From an optimization exercise on the open Yosys and OpenROAD flow, aimed at small area, a short achievable clock period and few clock cycles per item; shortcuts taken in it are not production practice.
Function was checked by simulation only, so behaviour that the tests miss may differ from the original.
Power figures rest on the tool's default switching activity, not on a simulated workload.

## run a
## blackhole_core
module blackhole_core (
    input  wire        clk,
    input  wire        rst,
    input  wire        cmd_valid,
    input  wire [31:0] cmd_word,
    output wire        cmd_ready,
    output wire        busy,
    input  wire [2:0]  sr_sel,
    output reg  [31:0] sr_data,
    output wire        map_req,
    output wire [1:0]  map_space,
    output wire [31:0] map_size,
    input  wire        map_ok,
    input  wire        map_fail,
    output wire        rd_req,
    output wire [1:0]  rd_space,
    output wire [31:0] rd_addr,
    input  wire        rd_ack,
    input  wire [7:0]  rd_data,
    output wire        wr_req,
    output wire [1:0]  wr_sink,
    output wire [3:0]  wr_len,
    output wire [63:0] wr_data,
    input  wire        wr_ack,
    input  wire [3:0]  wr_accepted,
    input  wire        wr_fail
);
Size in the first run: about 3100 cells after synthesis, about 0.028 mm2 of cells after synthesis.
export LEC_CHECK = 0
export CAP_MARGIN = 20
export CORE_MARGIN = 2
export CORE_UTILIZATION = 40
export CTS_BUF_LIST = sky130_fd_sc_hd__clkbuf_16
export CTS_CLUSTER_DIAMETER = 60
export CTS_CLUSTER_SIZE = 25
export PLACE_DENSITY = 0.6
export SETUP_SLACK_MARGIN = 3.5
export SLEW_MARGIN = 20
export SYNTH_HIERARCHICAL = 1
create_clock -name core_clock -period 8.0 [get_ports {clk}]
standard.sh (not shown) runs the stock make flow with config.mk's settings and CLKGATE_MAP_FILE= SYNTH_SCRIPT=/design/flow/synth_recipe.tcl, a recipe that flattens the netlist after the stock synthesis.
==> flow/flow/run.sh <==
#!/bin/bash
# The standard layout, with the port buffers made of buf_2 cells (the
# standard flow's buffer_ports picks clkdlybuf4s50_1, which is larger and
# slower); repair may still resize them.
set -euo pipefail
export BUFFER_PORTS_ARGS="-buffer_cell sky130_fd_sc_hd__buf_2"
bash standard.sh > standard.log 2>&1
Testbench counts of run a, summed over its fixed seeds: cycles 20,438, bytes 5,372.
The inputs of run b differ from those of run a as listed below.
--- a/flow/design.v
+++ b/flow/design.v
@@ -115,21 +115,26 @@
     wire [55:0] pg_p = {obuf[6], obuf[5], obuf[4], obuf[3], obuf[2], obuf[1], obuf[0]};
     wire [55:0] pg   = wsel[1] ? pg_p : wsel[0] ? pg_m : pg_t;
     assign wr_data[63:56] = slot7;
     assign wr_data[55:32] = pg[55:32];
     assign wr_data[31:0]  = wsel[2] ? (wsel[0] ? crcref : len) : pg[31:0];
     wire wr_ok  = !wr_fail && (wr_accepted == wlen);
     wire wr_good = wr_ack && wr_ok;
     wire wr_bad  = wr_ack && !wr_ok;
-    wire [31:0] sr_mux;
-    blackhole_status u_sr (
-        .sel(sr_sel), .s0({22'd0, dir, half_m, half_t, resv, err, phase}),
-        .s1(res), .s2(len), .s3(crcref), .s4(count), .q(sr_mux));
-    always @* sr_data = sr_mux;
+    always @* begin
+        case (sr_sel)
+            3'd0:    sr_data = {22'd0, dir, half_m, half_t, resv, err, phase};
+            3'd1:    sr_data = res;
+            3'd2:    sr_data = len;
+            3'd3:    sr_data = crcref;
+            3'd4:    sr_data = count;
+            default: sr_data = 32'd0;
+        endcase
+    end
     wire       em_rev = (st == S_VRM) && rd_ack;
     wire       em     = em_rev || (st == S_BRC);
     wire [7:0] m_src  = em_rev ? rd_data : xaddr[7:0];
     wire [7:0] e_hi_b = {obyte[7:4], m_src[7:4]};
     wire [7:0] e_lo_b = {obyte[3:0], m_src[3:0]};
     wire       em_hi  = em && f_lt0;
     wire       em_lo  = em && f_lt1;
     wire       em_full = em_lo && (ofill[2:1] == 2'd3);
@@ -497,28 +502,8 @@
                   (op == 4'd11) || (op == 4'd12) || (op == 4'd13);
     wire legal = z_hi && (op_any || (op_y0 && z_y) ||
                           ((op == 4'd3) && z_y71 && z_xh) ||
                           ((op == 4'd4) && z_y71 && z_x) ||
                           (op_all && z_y && z_x));
     assign w_reset = z_hi && (op == 4'd13) && z_y && z_x;
     assign ready = rdy_asm || (rdy_start && legal) || (rdy_df && w_reset);
 endmodule
-module blackhole_status (
-    input  wire [2:0]  sel,
-    input  wire [31:0] s0,
-    input  wire [31:0] s1,
-    input  wire [31:0] s2,
-    input  wire [31:0] s3,
-    input  wire [31:0] s4,
-    output reg  [31:0] q
-);
-    always @* begin
-        case (sel)
-            3'd0:    q = s0;
-            3'd1:    q = s1;
-            3'd2:    q = s2;
-            3'd3:    q = s3;
-            3'd4:    q = s4;
-            default: q = 32'd0;
-        endcase
-    end
-endmodule
## What came out
- Changes observed in run b relative to run a: part of the total power dissipated in combinational logic fell by 3.5 points; wire length rose by about 2.4%; upper clock frequency limit rose by about 0.46%; final estimated routing congestion in global placement rose by 1.2%; met1 routed wirelength after detailed routing rose by 2100 um.
- Run b vs. run a: core footprint went down 0.0012 mm2, power dissipated in combinational cells went down 14%, final standard cell count with taps included and fillers excluded went down 3.9%.
- Via count went down slightly going from run a to run b.
Testbench counts of run b, summed over its fixed seeds: cycles 20,438, bytes 5,372.

[separate check: timing with driven ports]
Ports are ideal in the flow. The routed layouts listed here were re-timed in OpenROAD. Step 1: set_driving_cell puts a clkbuf_16 on clk and a buf_2 on each other input, an assumption about the parent block. Step 2, shift: input delay + t, output delay - t, t = (earliest + latest rising clock arrival at the registers) / 2. This alone moves slack from input paths to output paths. Slacks: ideal / step 1 / step 2; pairs: ideal / step 1.
run	t (ns)	setup slack, ns	hold slack, ns	worst slew at a driven data input, ns
run a	0.655	3.334 / 3.287 / 2.985	0.464 / 0.464 / 0.464	0.13
run b	0.656	3.356 / 3.318 / 2.909	0.470 / 0.470 / 0.470	0.06
After both steps setup and hold are still met in every run listed. For run b, which loses most, drivers alone change the setup slack by -0.038 ns; drivers and shift together by -0.447 ns.
